What follows belongs to an exercise in optimizing a design on an open flow for small area, a short achievable clock period and few clock cycles per item; a production flow would make more cautious choices.
Where RTL was checked, it was by simulation tests only, not by an equivalence proof against the original.
No activity file was given, so power comes from the tool's default toggle rates.

Setup of the baseline:
## bb_sync
module bb_sync (
    input  wire        clk,
    input  wire        rst,           
    input  wire        cmd_valid,
    output wire        cmd_ready,
    input  wire [31:0] cmd_data,
    output wire        kbc_rd,
    output wire        kbc_port,      
    input  wire        kbc_ack,
    input  wire [7:0]  kbc_rdata,
    output wire        rec_valid,
    input  wire        rec_ready,
    output wire [31:0] rec_data
);
Size in the first run: roughly 1,100 cells after synthesis, roughly 8700 sq um of cells after synthesis.
clock: 4.5 ns
lec_check: 0
abc_area: 1
cap_margin: 20
core_margin: 2
core_utilization: 40
setup_slack_margin: 1.0
slew_margin: 20
run.sh (not shown) runs the stock make flow with config.mk's settings and CLKGATE_MAP_FILE= SYNTH_SCRIPT=/design/flow/synth_recipe.tcl, a recipe that flattens the netlist after the stock synthesis.
Testbench counts of the baseline, summed over its fixed seeds: cycles 26,047, ops 5,600.
Setup changes, the baseline to the candidate
-- flow/design.v --
<<< the baseline, line 25
    reg         g2_cy, g2_sy;
    reg         cb_v;
    reg         cb_rdy;        
    reg  [1:0]  cb_grp;
    reg  [1:0]  cb_mem;
>>> the candidate, line 25
    reg         g2_cy, g2_sy;
    reg         cb_v;
    reg  [1:0]  cb_grp;
    reg  [1:0]  cb_mem;
<<< the baseline, line 100
    wire g_op   = cb_v && cb_gop && e_idle && !b_v && r_ok;
    wire cons_reg = cb_v && (cb_simple || (cb_drain && e_idle)) || bop_go || g_op;
    assign cmd_ready = cb_rdy;
    wire rd_now    = e_rd && kbc_ack;
    wire st_obf    = kbc_rdata[0];
>>> the candidate, line 99
    wire g_op   = cb_v && cb_gop && e_idle && !b_v && r_ok;
    wire cons_reg = cb_v && (cb_simple || (cb_drain && e_idle)) || bop_go || g_op;
    assign cmd_ready = !cb_v || cons_reg;
    wire rd_now    = e_rd && kbc_ack;
    wire st_obf    = kbc_rdata[0];
<<< the baseline, line 109
    wire take_drain = cb_v && cb_drain && (e_idle || (fin_now && !e_mq));
    wire cons       = cons_reg || take_drain;
    wire e_free_n = !take_drain && (e_idle || (fin_now && !e_mq));
    wire b_v_n    = (b_v && !r_b) || fin_now || bop_go;
    wire r_ok_n   = !gd_p && (!o_v || rec_ready) && !r_b && !g_go;
    wire       ld_n  = cmd_valid && cmd_ready;
    wire       cbv_n = ld_n || (cb_v && !cons);
    wire [1:0] grp_n = ld_n ? d_kind[3:2] : cb_grp;
    reg        cons_n;
    always @(*) begin
        case (grp_n)
            2'd0:    cons_n = 1'b1;
            2'd1:    cons_n = e_free_n;
            2'd2:    cons_n = e_free_n && !b_v_n;
            default: cons_n = e_free_n && !b_v_n && r_ok_n;
        endcase
    end
    function gt8(input [7:0] a, input [7:0] b, input eq);
        integer i;
>>> the candidate, line 108
    wire take_drain = cb_v && cb_drain && (e_idle || (fin_now && !e_mq));
    wire cons       = cons_reg || take_drain;
    function gt8(input [7:0] a, input [7:0] b, input eq);
        integer i;
<<< the baseline, line 178
    wire        g_done = gs2 && released && x_long && steep;
    wire        n_co   = gco || g_done;
    function [7:0] incdec(input [7:0] x, input up, input dn);
        integer i, k;
        reg [7:0] r;
        reg pu, pd;
        begin
            for (i = 0; i < 8; i = i + 1) begin
                pu = up;
                pd = dn;
                for (k = 0; k < i; k = k + 1) begin
                    pu = pu & x[k];
                    pd = pd & ~x[k];
                end
                r[i] = x[i] ^ (pu | pd);
            end
            incdec = r;
        end
    endfunction
    wire [7:0]  x_hi  = incdec({1'b0, x_sum[14:8]}, g2_cx & !g2_sx, g2_sx & !g2_cx);
    wire [7:0]  y_hi  = incdec(y_sum[15:8],         g2_cy & !g2_sy, g2_sy & !g2_cy);
    wire        x_keep = !x_hi[7];                
    wire        y_keep = (y_hi[7] == gs2);        
>>> the candidate, line 162
    wire        g_done = gs2 && released && x_long && steep;
    wire        n_co   = gco || g_done;
    wire [7:0]  x_hi  = {1'b0, x_sum[14:8]} + {{7{g2_sx & !g2_cx}}, g2_sx ^ g2_cx};
    wire [7:0]  y_hi  = y_sum[15:8] + {{7{g2_sy & !g2_cy}}, g2_sy ^ g2_cy};
    wire        x_keep = !x_hi[7];                
    wire        y_keep = (y_hi[7] == gs2);        
<<< the baseline, line 221
            g2          <= 1'b0;
            cb_v        <= 1'b0;
            cb_rdy      <= 1'b1;
            e_rd        <= 1'b0;
            e_wt        <= 1'b0;
>>> the candidate, line 188
            g2          <= 1'b0;
            cb_v        <= 1'b0;
            e_rd        <= 1'b0;
            e_wt        <= 1'b0;
<<< the baseline, line 232
            if (cmd_valid && cmd_ready) cb_v <= 1'b1;
            else if (cons)              cb_v <= 1'b0;
            cb_rdy <= !cbv_n || cons_n;
            if (cb_v && cb_simple && cb_mem != 2'd0) begin
                if (cb_arg[0]) sub_r[1] <= cb_mem[0];
>>> the candidate, line 198
            if (cmd_valid && cmd_ready) cb_v <= 1'b1;
            else if (cons)              cb_v <= 1'b0;
            if (cb_v && cb_simple && cb_mem != 2'd0) begin
                if (cb_arg[0]) sub_r[1] <= cb_mem[0];
### Flow results
- | xor and xnor area share after synthesis | the candidate vs the baseline | 0.48 points higher |
- The candidate ends up with a number of clock buffers in the layout that is 1 higher than in the baseline.
- In the metrics for the candidate and the baseline, the one carrying the higher wire length is the candidate.
- The candidate vs the baseline, transition time at the pin with the least slew margin went down by 0.048 ns.
- The lower wire length of the first global-routing pass came out of the baseline.
- Where post-route worst hold slack is concerned, the baseline is outperformed by the candidate.
- Lower global-route usage among the candidate and the baseline: the candidate
- The candidate vs the baseline: routed length on met3 down
- Clock power share: the candidate and the baseline compared, lower one is the candidate
Only the layout flow was run in the candidate; the RTL was not checked for function there.

* * *

bb_sync, a different RTL version from the one above (not shown whole).
Size: about 1200 cells after synthesis, roughly 150 flip-flops, about 81 I/O pins, roughly 9200 µm² of cells after synthesis.
clock: 4.5 ns
lec_check: 0
abc_area: 1
cap_margin: 20
core_margin: 2
core_utilization: 40
cts_buf_list: sky130_fd_sc_hd__clkbuf_8
setup_slack_margin: 2.0
slew_margin: 20
standard.sh (not shown) runs the stock make flow with config.mk's settings and CLKGATE_MAP_FILE= SYNTH_SCRIPT=/design/flow/synth_recipe.tcl, a recipe that flattens the netlist after the stock synthesis.
==> flow/flow/run.sh <==
#!/bin/bash
# Standard layout, except that the port buffers are buf_2 cells instead of
# the delay cells buffer_ports picks by default. Every port is still buffered.
set -euo pipefail
export BUFFER_PORTS_ARGS="-buffer_cell sky130_fd_sc_hd__buf_2"
bash standard.sh > standard.log 2>&1
Testbench counts at the start, summed over its fixed seeds: cycles 26,047, ops 5,600.
Edit:
--- a/flow/design.v
+++ b/flow/design.v
@@ -15,24 +15,23 @@
     reg  [1:0]  sub_r;
     reg         kbd_pending;
     reg  [1:0]  mouse_slot;
     reg  [7:0]  mouse_b0, mouse_b1;
     reg         gs1, gap, gs2, gco;    
     reg  [14:0] x_sum;                 
     reg  [15:0] y_sum;
     reg  [7:0]  gest_xlen, gest_tol;
     reg         g2;                    
     reg         gq;                    
-    reg         g2_cx, g2_sx;          
-    reg         g2_cy, g2_sy;
-    reg         g2_xk1, g2_xk0;        
-    reg         g2_yk1, g2_yk0;        
+    reg         g2_xup, g2_xdn;        
+    reg         g2_yup, g2_ydn;
+    reg         g2_xk, g2_yk;          
     reg         cb_v;
     reg         cb_rdy;        
     reg  [1:0]  cb_grp;
     reg  [1:0]  cb_mem;
     reg  [23:0] cb_arg;
     reg         e_rd;          
     reg         e_port;        
     reg         e_wt;          
     reg         e_ch;          
     reg         e_mq;          
@@ -197,24 +196,26 @@
         integer i;
         reg [7:0] r, m;
         begin
             for (i = 0; i < 8; i = i + 1) begin
                 m = (8'd1 << i) - 8'd1;
                 r[i] = x[i] ^ ((up & ((x & m) == m)) | (dn & ((x & m) == 8'd0)));
             end
             incdec = r;
         end
     endfunction
-    wire [7:0]  x_hi  = incdec({1'b0, x_sum[14:8]}, g2_cx & !g2_sx, g2_sx & !g2_cx);
-    wire [7:0]  y_hi  = incdec(y_sum[15:8],         g2_cy & !g2_sy, g2_sy & !g2_cy);
-    wire        g2_xk = g2_cx ? g2_xk1 : g2_xk0;
-    wire        g2_yk = g2_cy ? g2_yk1 : g2_yk0;
+    wire [7:0]  x_hi  = incdec({1'b0, x_sum[14:8]}, g2_xup, g2_xdn);
+    wire [7:0]  y_hi  = incdec(y_sum[15:8],         g2_yup, g2_ydn);
+    wire        x_up = x_lo[8] & !sx;
+    wire        x_dn = sx & !x_lo[8];
+    wire        y_up = y_lo[8] & !sy;
+    wire        y_dn = sy & !y_lo[8];
     wire        x_a1 = (x_sum[14:8] == 7'h7F);
     wire        x_a0 = (x_sum[14:8] == 7'h00);
     wire        y_a1 = (y_sum[14:8] == 7'h7F);
     wire        y_a0 = (y_sum[14:8] == 7'h00);
     wire        xk_c1 = !(!sx && x_a1);                        
     wire        xk_c0 = !(sx && x_a0);                         
     wire        yk_c1 = ((y_sum[15] ^ (!sy && y_a1)) == gs2);
     wire        yk_c0 = ((y_sum[15] ^ (sy && y_a0)) == gs2);
     reg [2:0] v_code;
     always @(*) begin
@@ -421,21 +422,19 @@
             mouse_b0     <= {mouse_b0[7:6], cb_arg[23], cb_arg[14], mouse_b0[3], cb_arg[2:0]};
             mouse_b1     <= cb_arg[13:6];
             b_byte       <= cb_arg[22:15];
             cb_arg[15:0] <= {mouse_b1, mouse_b0};
         end
         if (gq) begin
             mouse_b0 <= cb_arg[7:0];
             mouse_b1 <= cb_arg[15:8];
         end
         if (g_go) begin
-            g2_cx  <= x_lo[8];
-            g2_sx  <= sx;
-            g2_cy  <= y_lo[8];
-            g2_sy  <= sy;
-            g2_xk1 <= xk_c1;
-            g2_xk0 <= xk_c0;
-            g2_yk1 <= yk_c1;
-            g2_yk0 <= yk_c0;
+            g2_xup <= x_up;
+            g2_xdn <= x_dn;
+            g2_yup <= y_up;
+            g2_ydn <= y_dn;
+            g2_xk  <= x_lo[8] ? xk_c1 : xk_c0;
+            g2_yk  <= y_lo[8] ? yk_c1 : yk_c0;
         end
     end
 endmodule
Power decreases by 37%.
Routed wire length climbs by 3.1%.
Synthesized area goes down by 1.2%.
Core utilization goes up by 0.38 points.
Final area hardly moves.
Setup slack gets worse by 0.18 ns.
Register-to-register slack got worse by 0.30 ns.
Cell count rose by 1.4%.
Synthesized cell count climbs by about 0.8%.
Testbench counts after the change, summed over its fixed seeds: cycles 26,047, ops 5,600.

-- re-timing with driven ports --
In the flow no input, the clock included, has a driving cell. The finished layouts below were timed again as built, in two steps. Step 1 sets driving cells, clkbuf_16 on the clock port and buf_2 on the other inputs (assumed; they add their load-dependent delay and slew). Step 2 also shifts input and output timing later by t, the mid clock arrival at the registers, as if the neighbouring blocks saw the same clock. Slacks: ideal ports / drivers / drivers and shift; pairs: ideal ports / drivers.
| run | t (ns) | slack for setup (ns) | worst slew at a driven data input, ns |
|---|---|---|---|
| the baseline | 0.469 | 1.297 / 1.252 / 1.117 | 0.04 |
| the candidate | 0.466 | 1.176 / 1.130 / 1.210 | 0.04 |
| the first run of note 2 | 0.494 | 2.025 / 1.986 / 1.754 | 0.03 |
| the second run of note 2 | 0.514 | 1.844 / 1.844 / 1.745 | 0.04 |
After both steps every run listed still meets setup and hold. For the first run of note 2, which loses most, drivers alone change the setup slack by -0.039 ns; drivers and shift together by -0.271 ns.
